Background: an optimization exercise with open tools, aiming at small area, a short achievable clock period and few clock cycles per item. Do not read the settings as production practice. Function was checked by simulation only, so behaviour that the tests miss may differ from the original.

==> inputs of run E <==
// fxled_csc
module fxled_csc (
    input  wire        clk,
    input  wire        rst,         
    input  wire        in_valid,
    output wire        in_ready,
    input  wire        op,          
    input  wire [31:0] x0,          
    input  wire [31:0] x1,          
    input  wire [31:0] x2,          
    output reg         out_valid,
    output wire [31:0] y0,          
    output wire [31:0] y1,          
    output wire [31:0] y2           
);
    reg        rdy, hld;
    reg        v0, op0;
    reg [31:0] a0, a1, a2;
    reg        ge_rg, ge_gb, ge_rb, eq_rg, eq_gb, eq_rb;
    assign in_ready = rdy;
    wire take  = in_valid & rdy;
    wire stall = take & ~op & v0 & ~op0;
    always @(posedge clk) begin
        if (rst) begin
            rdy <= 1'b1;
            hld <= 1'b0;
            v0  <= 1'b0;
        end else begin
            rdy <= ~stall;
            hld <= stall;
            if (!hld) v0 <= in_valid;
        end
        if (!hld) begin
            op0 <= op;
            ge_rg <= (x0[15:0] >= x1[15:0]);
            ge_gb <= (x1[15:0] >= x2[15:0]);
            ge_rb <= (x0[15:0] >= x2[15:0]);
            eq_rg <= (x0[15:0] == x1[15:0]);
            eq_gb <= (x1[15:0] == x2[15:0]);
            eq_rb <= (x0[15:0] == x2[15:0]);
            a0 <= x0;
            a1 <= x1;
            a2 <= x2;
        end
    end
    reg [15:1] vld;
    reg [15:1] opk;
    always @(posedge clk) begin
        if (rst) begin
            vld       <= 15'd0;
            out_valid <= 1'b0;
        end else begin
            vld       <= {vld[14:1], v0 & ~hld};
            out_valid <= vld[15];
        end
        opk <= {opk[14:1], op0};
    end
    wire signed [31:0] hh = a0;
    wire signed [31:0] ss = a1;
    wire signed [31:0] vv = a2;
    wire signed [48:0] vt = $signed({vv, 16'd0}) - vv + 49'sd67108864;
    wire        [15:0] vc = vt[48] ? 16'd0 : (|vt[47:43] ? 16'hFFFF : vt[42:27]);
    wire signed [34:0] h6 = $signed({hh, 2'b00}) + $signed({hh, 1'b0});
    wire        [7:0]  hi = h6[34:27];
    wire        [26:0] hf = h6[26:0];
    reg         [2:0]  hsx;
    always @(*) begin
        case (hi)
            8'd0: hsx = 3'd0;
  ...
export LEC_CHECK = 0
export ABC_AREA = 1
export CAP_MARGIN = 50
export CORE_MARGIN = 2
export CORE_UTILIZATION = 55
export SLEW_MARGIN = 60
create_clock -name core_clock -period 15.0 [get_ports {clk}]
run.sh (not shown) runs the stock make flow with config.mk's settings and CLKGATE_MAP_FILE= SYNTH_SCRIPT=/design/flow/synth_recipe.tcl, a recipe that flattens the netlist after the stock synthesis.
==> inputs of run P, as changes to run E <==
--- a/flow/design.v
+++ b/flow/design.v
@@ -378,41 +378,41 @@
     reg [31:0] s1;
     reg [27:0] g1;
     reg [2:0]  sx1;
     reg [15:0] sbn1, sb11, sb21;
     always @(posedge clk) begin
         V1 <= vc; s1 <= ss; g1 <= hg; sx1 <= hsx;
         sbn1 <= sen; sb11 <= se1; sb21 <= se2;
     end
-    wire [59:10] m1s, m1c;
+    wire [59:14] m1s, m1c;
     wire         m1k;
     fx_m1 u_m1 (.bn(sbn1), .b1(sb11), .b2(sb21), .b(g1), .s(m1s), .c(m1c), .cy(m1k));
-    wire [49:10] m2s, m2c;
+    wire [49:14] m2s, m2c;
     wire         m2k;
     fx_m2 u_m2 (.a(V1), .b(s1), .e(V1), .s(m2s), .c(m2c), .cy(m2k));
-    reg [59:10] ws2, wc2;
+    reg [59:14] ws2, wc2;
     reg         wk2;
-    reg [49:10] ps2, pc2;
+    reg [49:14] ps2, pc2;
     reg         pk2;
     reg [15:0] V2;
     reg [2:0]  sx2;
     always @(posedge clk) begin
         ws2 <= m1s; wc2 <= m1c; wk2 <= m1k;
         ps2 <= m2s; pc2 <= m2c; pk2 <= m2k;
         V2 <= V1; sx2 <= sx1;
     end
-    wire [49:0] wf = ws2 + wc2 + {49'd0, wk2};
-    wire [39:0] pf = ps2 + pc2 + {39'd0, pk2};
-    wire [15:0] pcl = pf[39] ? 16'd0 : (|pf[38:33] ? 16'hFFFF : pf[32:17]);
+    wire [45:0] wf = ws2 + wc2 + {45'd0, wk2};
+    wire [35:0] pf = ps2 + pc2 + {35'd0, pk2};
+    wire [15:0] pcl = pf[35] ? 16'd0 : (|pf[34:29] ? 16'hFFFF : pf[28:13]);
     reg [32:0] W3;
     reg [15:0] V3, P3;
     reg [2:0]  sx3;
     always @(posedge clk) begin
-        W3 <= wf[49:17]; V3 <= V2; P3 <= pcl; sx3 <= sx2;
+        W3 <= wf[45:13]; V3 <= V2; P3 <= pcl; sx3 <= sx2;
     end
     wire [49:10] m3s, m3c;
     wire         m3k;
     fx_m3 u_m3 (.a(V3), .b(W3), .e(V3), .s(m3s), .c(m3c), .cy(m3k));
     reg [49:10] qs4, qc4;
     reg         qk4;
     reg [15:0] V4, P4;
     reg [2:0]  sx4;
@@ -703,23 +703,18 @@
     always @(posedge clk) begin
         dr_13 <= y_13_1[16:0]; dd_13 <= dd_12; dx_13 <= dx_12;
         fl_13 <= dx_12 ? {z_13_1[2:0], fl_12[0]} : fl_12;
         dq_13 <= {dq_12, (dx_12 ? z_13_0[3] : y_13_0[17]), (dx_12 ? z_13_1[3] : y_13_1[17])};
     end
     wire [17:0] yl = drow(dr_13, dd_13, ~dd_13[0]);
     wire [3:0]  zl = d6(fl_13[3:1], yl[17] ^ fl_13[0]);
     wire        hinc = ({1'b0, zl[2:0]} + (fl_13[0] ? 4'd4 : 4'd3)) >= 4'd6;
-    reg  [26:0] hq0;
-    reg         hq1;
-    always @(posedge clk) begin
-        hq0 <= {dq_13, zl[3]};
-        hq1 <= hinc;
-    end
-    wire [26:0] hq = hq0 + {26'd0, hq1};
+    reg  [26:0] hq;
+    always @(posedge clk) hq <= {dq_13, zl[3]} + {26'd0, hinc};
     wire        sso = fl_13[3];
     wire        sdz = fl_13[2];
     wire [27:0] ss_f = sso ? 28'd134217728 : {1'b0, dq_13, yl[17]};
     wire [15:0] smx = ~dd_13;
     wire [27:0] vv_f = {1'b0, smx, 11'd0} + {17'd0, ({1'b0, smx} + 17'd16) >> 5};
     wire [27:0] rh = sdz ? 28'd0 : {1'b0, hq};
     wire [27:0] rs = sdz ? 28'd0 : ss_f;
     reg [27:0] o0, o1, o2;
@@ -734,17 +729,17 @@
             o2 <= vv_f;
         end
     end
     assign y0 = {4'd0, o0};
     assign y1 = {4'd0, o1};
     assign y2 = {4'd0, o2};
 endmodule
 module fx_m1(input [15:0] bn, input [15:0] b1, input [15:0] b2, input [27:0] b,
-    output [59:10] s, output [59:10] c, output cy);
+    output [59:14] s, output [59:14] c, output cy);
     wire n0 = ((b1[0] & b[0])) ^ bn[0];
     wire n1 = ((b1[0] & b[1]) | (b2[0] & b[0])) ^ bn[0];
     wire n2 = ((b1[0] & b[2]) | (b2[0] & b[1])) ^ bn[0];
     wire n3 = ((b1[0] & b[3]) | (b2[0] & b[2])) ^ bn[0];
     wire n4 = ((b1[0] & b[4]) | (b2[0] & b[3])) ^ bn[0];
     wire n5 = ((b1[0] & b[5]) | (b2[0] & b[4])) ^ bn[0];
     wire n6 = ((b1[0] & b[6]) | (b2[0] & b[5])) ^ bn[0];
     wire n7 = ((b1[0] & b[7]) | (b2[0] & b[6])) ^ bn[0];
@@ -2103,23 +2098,23 @@
     wire n1360 = n1249 ^ n1250 ^ 1'b1;
     wire n1361 = (n1249 & n1250) | (n1249 & 1'b1) | (n1250 & 1'b1);
     wire n1362 = n1251 ^ n464 ^ n492;
     wire n1363 = (n1251 & n464) | (n1251 & n492) | (n464 & n492);
     wire n1364 = n493 ^ 1'b1;
     wire n1365 = n493 & 1'b1;
     wire [59:0] r0 = {n1365, n1363, n1361, n1359, n1357, n1355, n1353, n1351, n1349, n1347, n1345, n1343, n1341, n1339, n1337, n1335, n1333, n1331, n1329, n1327, n1325, n1323, n1321, n1319, n1317, n1315, n1313, n1311, n1309, n1307, n1305, n1303, n1301, n1299, n1297, n1295, n1293, n1291, n1289, n1287, n1285, n1283, n1281, n1279, n1277, n1275, n1273, n1271, n1269, n1267, n1265, n1263, n1261, n1259, n1257, n1255, n1253, n1252, n1, n0};
     wire [59:0] r1 = {n495, n1364, n1362, n1360, n1358, n1356, n1354, n1352, n1350, n1348, n1346, n1344, n1342, n1340, n1338, n1336, n1334, n1332, n1330, n1328, n1326, n1324, n1322, n1320, n1318, n1316, n1314, n1312, n1310, n1308, n1306, n1304, n1302, n1300, n1298, n1296, n1294, n1292, n1290, n1288, n1286, n1284, n1282, n1280, n1278, n1276, n1274, n1272, n1270, n1268, n1266, n1264, n1262, n1260, n1258, n1256, n1254, bn[1], 1'b0, bn[0]};
-    wire [10:0] lo = {1'b0, r0[9:0]} + {1'b0, r1[9:0]};
-    assign cy = lo[10];
-    assign s = r0[59:10];
-    assign c = r1[59:10];
+    wire [14:0] lo = {1'b0, r0[13:0]} + {1'b0, r1[13:0]};
+    assign cy = lo[14];
+    assign s = r0[59:14];
+    assign c = r1[59:14];
 endmodule
 module fx_m2(input [15:0] a, input [31:0] b, input [15:0] e,
-    output [49:10] s, output [49:10] c, output cy);
+    output [49:14] s, output [49:14] c, output cy);
     wire n0 = ~a[1];
     wire n1 = a[0] ^ 1'b0;
     wire n2 = (a[1] & ~a[0] & ~1'b0) | (~a[1] & a[0] & 1'b0);
     wire n3 = ((n1 & b[0])) ^ n0;
     wire n4 = ((n1 & b[1]) | (n2 & b[0])) ^ n0;
     wire n5 = ((n1 & b[2]) | (n2 & b[1])) ^ n0;
     wire n6 = ((n1 & b[3]) | (n2 & b[2])) ^ n0;
     wire n7 = ((n1 & b[4]) | (n2 & b[3])) ^ n0;
@@ -2979,20 +2974,20 @@
     wire n861 = n772 ^ n773 ^ 1'b1;
     wire n862 = (n772 & n773) | (n772 & 1'b1) | (n773 & 1'b1);
     wire n863 = n774 ^ n295 ^ n329;
     wire n864 = (n774 & n295) | (n774 & n329) | (n295 & n329);
     wire n865 = n330 ^ 1'b1;
     wire n866 = n330 & 1'b1;
     wire [49:0] r0 = {1'b1, n866, n864, n862, n860, n858, n856, n854, n852, n850, n848, n846, n844, n842, n840, n838, n836, n834, n832, n830, n828, n826, n824, n822, n820, n818, n816, n814, n812, n810, n808, n806, n804, n802, n800, n798, n796, n794, n792, n790, n788, n786, n784, n782, n780, n778, n776, n775, n4, n3};
     wire [49:0] r1 = {1'b0, n332, n865, n863, n861, n859, n857, n855, n853, n851, n849, n847, n845, n843, n841, n839, n837, n835, n833, n831, n829, n827, n825, n823, n821, n819, n817, n815, n813, n811, n809, n807, n805, n803, n801, n799, n797, n795, n793, n791, n789, n787, n785, n783, n781, n779, n777, n37, 1'b0, n0};
-    wire [10:0] lo = {1'b0, r0[9:0]} + {1'b0, r1[9:0]};
-    assign cy = lo[10];
-    assign s = r0[49:10];
-    assign c = r1[49:10];
+    wire [14:0] lo = {1'b0, r0[13:0]} + {1'b0, r1[13:0]};
+    assign cy = lo[14];
+    assign s = r0[49:14];
+    assign c = r1[49:14];
 endmodule
 module fx_m3(input [15:0] a, input [32:0] b, input [15:0] e,
     output [49:10] s, output [49:10] c, output cy);
     wire n0 = ~a[1];
     wire n1 = a[0] ^ 1'b0;
     wire n2 = (a[1] & ~a[0] & ~1'b0) | (~a[1] & a[0] & 1'b0);
     wire n3 = ((n1 & b[0])) ^ n0;
     wire n4 = ((n1 & b[1]) | (n2 & b[0])) ^ n0;
Settings changed: CAP_MARGIN 50 to 70, CORE_UTILIZATION 55 to 60, SLEW_MARGIN 60 to 80.
==> inputs of run K, as changes to run E <==
--- a/flow/design.v
+++ b/flow/design.v
@@ -378,41 +378,41 @@
     reg [31:0] s1;
     reg [27:0] g1;
     reg [2:0]  sx1;
     reg [15:0] sbn1, sb11, sb21;
     always @(posedge clk) begin
         V1 <= vc; s1 <= ss; g1 <= hg; sx1 <= hsx;
         sbn1 <= sen; sb11 <= se1; sb21 <= se2;
     end
-    wire [59:10] m1s, m1c;
+    wire [59:14] m1s, m1c;
     wire         m1k;
     fx_m1 u_m1 (.bn(sbn1), .b1(sb11), .b2(sb21), .b(g1), .s(m1s), .c(m1c), .cy(m1k));
-    wire [49:10] m2s, m2c;
+    wire [49:14] m2s, m2c;
     wire         m2k;
     fx_m2 u_m2 (.a(V1), .b(s1), .e(V1), .s(m2s), .c(m2c), .cy(m2k));
-    reg [59:10] ws2, wc2;
+    reg [59:14] ws2, wc2;
     reg         wk2;
-    reg [49:10] ps2, pc2;
+    reg [49:14] ps2, pc2;
     reg         pk2;
     reg [15:0] V2;
     reg [2:0]  sx2;
     always @(posedge clk) begin
         ws2 <= m1s; wc2 <= m1c; wk2 <= m1k;
         ps2 <= m2s; pc2 <= m2c; pk2 <= m2k;
         V2 <= V1; sx2 <= sx1;
     end
-    wire [49:0] wf = ws2 + wc2 + {49'd0, wk2};
-    wire [39:0] pf = ps2 + pc2 + {39'd0, pk2};
-    wire [15:0] pcl = pf[39] ? 16'd0 : (|pf[38:33] ? 16'hFFFF : pf[32:17]);
+    wire [45:0] wf = ws2 + wc2 + {45'd0, wk2};
+    wire [35:0] pf = ps2 + pc2 + {35'd0, pk2};
+    wire [15:0] pcl = pf[35] ? 16'd0 : (|pf[34:29] ? 16'hFFFF : pf[28:13]);
     reg [32:0] W3;
     reg [15:0] V3, P3;
     reg [2:0]  sx3;
     always @(posedge clk) begin
-        W3 <= wf[49:17]; V3 <= V2; P3 <= pcl; sx3 <= sx2;
+        W3 <= wf[45:13]; V3 <= V2; P3 <= pcl; sx3 <= sx2;
     end
     wire [49:10] m3s, m3c;
     wire         m3k;
     fx_m3 u_m3 (.a(V3), .b(W3), .e(V3), .s(m3s), .c(m3c), .cy(m3k));
     reg [49:10] qs4, qc4;
     reg         qk4;
     reg [15:0] V4, P4;
     reg [2:0]  sx4;
@@ -703,23 +703,18 @@
     always @(posedge clk) begin
         dr_13 <= y_13_1[16:0]; dd_13 <= dd_12; dx_13 <= dx_12;
         fl_13 <= dx_12 ? {z_13_1[2:0], fl_12[0]} : fl_12;
         dq_13 <= {dq_12, (dx_12 ? z_13_0[3] : y_13_0[17]), (dx_12 ? z_13_1[3] : y_13_1[17])};
     end
     wire [17:0] yl = drow(dr_13, dd_13, ~dd_13[0]);
     wire [3:0]  zl = d6(fl_13[3:1], yl[17] ^ fl_13[0]);
     wire        hinc = ({1'b0, zl[2:0]} + (fl_13[0] ? 4'd4 : 4'd3)) >= 4'd6;
-    reg  [26:0] hq0;
-    reg         hq1;
-    always @(posedge clk) begin
-        hq0 <= {dq_13, zl[3]};
-        hq1 <= hinc;
-    end
-    wire [26:0] hq = hq0 + {26'd0, hq1};
+    reg  [26:0] hq;
+    always @(posedge clk) hq <= {dq_13, zl[3]} + {26'd0, hinc};
     wire        sso = fl_13[3];
     wire        sdz = fl_13[2];
     wire [27:0] ss_f = sso ? 28'd134217728 : {1'b0, dq_13, yl[17]};
     wire [15:0] smx = ~dd_13;
     wire [27:0] vv_f = {1'b0, smx, 11'd0} + {17'd0, ({1'b0, smx} + 17'd16) >> 5};
     wire [27:0] rh = sdz ? 28'd0 : {1'b0, hq};
     wire [27:0] rs = sdz ? 28'd0 : ss_f;
     reg [27:0] o0, o1, o2;
@@ -734,17 +729,17 @@
             o2 <= vv_f;
         end
     end
     assign y0 = {4'd0, o0};
     assign y1 = {4'd0, o1};
     assign y2 = {4'd0, o2};
 endmodule
 module fx_m1(input [15:0] bn, input [15:0] b1, input [15:0] b2, input [27:0] b,
-    output [59:10] s, output [59:10] c, output cy);
+    output [59:14] s, output [59:14] c, output cy);
     wire n0 = ((b1[0] & b[0])) ^ bn[0];
     wire n1 = ((b1[0] & b[1]) | (b2[0] & b[0])) ^ bn[0];
     wire n2 = ((b1[0] & b[2]) | (b2[0] & b[1])) ^ bn[0];
     wire n3 = ((b1[0] & b[3]) | (b2[0] & b[2])) ^ bn[0];
     wire n4 = ((b1[0] & b[4]) | (b2[0] & b[3])) ^ bn[0];
     wire n5 = ((b1[0] & b[5]) | (b2[0] & b[4])) ^ bn[0];
     wire n6 = ((b1[0] & b[6]) | (b2[0] & b[5])) ^ bn[0];
     wire n7 = ((b1[0] & b[7]) | (b2[0] & b[6])) ^ bn[0];
@@ -2103,23 +2098,23 @@
     wire n1360 = n1249 ^ n1250 ^ 1'b1;
     wire n1361 = (n1249 & n1250) | (n1249 & 1'b1) | (n1250 & 1'b1);
     wire n1362 = n1251 ^ n464 ^ n492;
     wire n1363 = (n1251 & n464) | (n1251 & n492) | (n464 & n492);
     wire n1364 = n493 ^ 1'b1;
     wire n1365 = n493 & 1'b1;
     wire [59:0] r0 = {n1365, n1363, n1361, n1359, n1357, n1355, n1353, n1351, n1349, n1347, n1345, n1343, n1341, n1339, n1337, n1335, n1333, n1331, n1329, n1327, n1325, n1323, n1321, n1319, n1317, n1315, n1313, n1311, n1309, n1307, n1305, n1303, n1301, n1299, n1297, n1295, n1293, n1291, n1289, n1287, n1285, n1283, n1281, n1279, n1277, n1275, n1273, n1271, n1269, n1267, n1265, n1263, n1261, n1259, n1257, n1255, n1253, n1252, n1, n0};
     wire [59:0] r1 = {n495, n1364, n1362, n1360, n1358, n1356, n1354, n1352, n1350, n1348, n1346, n1344, n1342, n1340, n1338, n1336, n1334, n1332, n1330, n1328, n1326, n1324, n1322, n1320, n1318, n1316, n1314, n1312, n1310, n1308, n1306, n1304, n1302, n1300, n1298, n1296, n1294, n1292, n1290, n1288, n1286, n1284, n1282, n1280, n1278, n1276, n1274, n1272, n1270, n1268, n1266, n1264, n1262, n1260, n1258, n1256, n1254, bn[1], 1'b0, bn[0]};
-    wire [10:0] lo = {1'b0, r0[9:0]} + {1'b0, r1[9:0]};
-    assign cy = lo[10];
-    assign s = r0[59:10];
-    assign c = r1[59:10];
+    wire [14:0] lo = {1'b0, r0[13:0]} + {1'b0, r1[13:0]};
+    assign cy = lo[14];
+    assign s = r0[59:14];
+    assign c = r1[59:14];
 endmodule
 module fx_m2(input [15:0] a, input [31:0] b, input [15:0] e,
-    output [49:10] s, output [49:10] c, output cy);
+    output [49:14] s, output [49:14] c, output cy);
     wire n0 = ~a[1];
     wire n1 = a[0] ^ 1'b0;
     wire n2 = (a[1] & ~a[0] & ~1'b0) | (~a[1] & a[0] & 1'b0);
     wire n3 = ((n1 & b[0])) ^ n0;
     wire n4 = ((n1 & b[1]) | (n2 & b[0])) ^ n0;
     wire n5 = ((n1 & b[2]) | (n2 & b[1])) ^ n0;
     wire n6 = ((n1 & b[3]) | (n2 & b[2])) ^ n0;
     wire n7 = ((n1 & b[4]) | (n2 & b[3])) ^ n0;
@@ -2979,20 +2974,20 @@
     wire n861 = n772 ^ n773 ^ 1'b1;
     wire n862 = (n772 & n773) | (n772 & 1'b1) | (n773 & 1'b1);
     wire n863 = n774 ^ n295 ^ n329;
     wire n864 = (n774 & n295) | (n774 & n329) | (n295 & n329);
     wire n865 = n330 ^ 1'b1;
     wire n866 = n330 & 1'b1;
     wire [49:0] r0 = {1'b1, n866, n864, n862, n860, n858, n856, n854, n852, n850, n848, n846, n844, n842, n840, n838, n836, n834, n832, n830, n828, n826, n824, n822, n820, n818, n816, n814, n812, n810, n808, n806, n804, n802, n800, n798, n796, n794, n792, n790, n788, n786, n784, n782, n780, n778, n776, n775, n4, n3};
     wire [49:0] r1 = {1'b0, n332, n865, n863, n861, n859, n857, n855, n853, n851, n849, n847, n845, n843, n841, n839, n837, n835, n833, n831, n829, n827, n825, n823, n821, n819, n817, n815, n813, n811, n809, n807, n805, n803, n801, n799, n797, n795, n793, n791, n789, n787, n785, n783, n781, n779, n777, n37, 1'b0, n0};
-    wire [10:0] lo = {1'b0, r0[9:0]} + {1'b0, r1[9:0]};
-    assign cy = lo[10];
-    assign s = r0[49:10];
-    assign c = r1[49:10];
+    wire [14:0] lo = {1'b0, r0[13:0]} + {1'b0, r1[13:0]};
+    assign cy = lo[14];
+    assign s = r0[49:14];
+    assign c = r1[49:14];
 endmodule
 module fx_m3(input [15:0] a, input [32:0] b, input [15:0] e,
     output [49:10] s, output [49:10] c, output cy);
     wire n0 = ~a[1];
     wire n1 = a[0] ^ 1'b0;
     wire n2 = (a[1] & ~a[0] & ~1'b0) | (~a[1] & a[0] & 1'b0);
     wire n3 = ((n1 & b[0])) ^ n0;
     wire n4 = ((n1 & b[1]) | (n2 & b[0])) ^ n0;
Settings changed: CORE_UTILIZATION 55 to 70, PLACE_DENSITY set to 0.75.
==> inputs of run A, as changes to run E <==
Settings changed: CORE_UTILIZATION 55 to 60.
==> metrics.md <==
| Metric | Value |
|---|---|
| Status | no timing/DRC/antenna violations |
| Mux contribution to synthesized area | 0.0869% |
| Die X | 463 um |
| Post-route design area | 146000 sq um |
| Syn Area/Cell | 8.37 sq um |
| Layout filler cell count | 16000 |
| ClkCell Share | 5.10% |
| # diodes | 11 |
That was run P.
==> metrics.md <==
| Metric | Value |
|---|---|
| Area contributors post-synth | dfxtp_1 30%, fa_1 13%, ha_1 8.8%, xor2_1 8.4%, nand2_1 6.9% |
| CTS Buffer Depth | 3 |
| Syn Area/Cell | 8.36 sq um |
| Mux contribution to synthesized area | 0.115% |
| # diodes | 22 |
| Congestion Overflow GR | 0 |
| ClkCell Share | 5.32% |
| Post-route design area | 140000 sq um |
| Die X | 486 um |
| Layout filler cell count | 20100 |
| Status | no timing/DRC/antenna violations |
That was run E.
==> metrics.md <==
| Metric | Value |
|---|---|
| Commonest non-fill, non-tap cell in the layout | nand2_1 |
| Syn Area/Cell | 8.36 sq um |
| ClkCell Share | 5.28% |
| # diodes | 8 |
| Mux contribution to synthesized area | 0.115% |
| Reg-to-reg critical path startpoint | dd_4[3] |
| Die X | 465 um |
| Status | no timing/DRC/antenna violations |
| Post-route design area | 140000 sq um |
| Total die area | 216000 sq um |
That was run A.
==> metrics.md <==
| Metric | Value |
|---|---|
| ClkCell Share | 5.08% |
| # diodes | 10 |
| Layout filler cell count | 12100 |
| Post-route design area | 138000 sq um |
| Die X | 429 um |
| Syn Area/Cell | 8.37 sq um |
| Status | no timing/DRC/antenna violations |
That was run K.
Testbench counts of run E, summed over its fixed seeds: cycles 8,646, items 8,000.
Testbench counts of run P, summed over its fixed seeds: cycles 8,646, items 8,000.
Testbench counts of run K, summed over its fixed seeds: cycles 8,646, items 8,000.
Testbench counts of run A, summed over its fixed seeds: cycles 8,646, items 8,000.

## static timing again, ports no longer ideal
How much do the figures lean on ideal ports? The routed layouts below were timed once more, with nothing changed but the port constraints.
Step 1 sets driving cells, clkbuf_16 on the clock port and buf_2 on the other inputs (assumed; they add their load-dependent delay and slew).
Step 2, shift: input delay + t, output delay - t, t = (earliest + latest rising clock arrival at the registers) / 2. This alone moves slack from input paths to output paths.
Slacks: ideal ports / drivers / drivers and shift; pairs: ideal ports / drivers.
| run | t (ns) | setup WS [ns] | worst data-port slew with drivers (ns) |
|---|---|---|---|
| run E | 0.978 | 9.627 / 9.627 / 9.627 | 0.14 |
| run P | 0.975 | 9.745 / 9.745 / 9.554 | 0.07 |
| run K | 0.971 | 8.798 / 8.798 / 8.798 | 0.07 |
| run A | 0.965 | 9.753 / 9.753 / 9.753 | 0.12 |
After both steps setup and hold are still met in every run listed. For run P, which loses most, drivers alone change the setup slack by 0.000 ns; drivers and shift together by -0.191 ns.
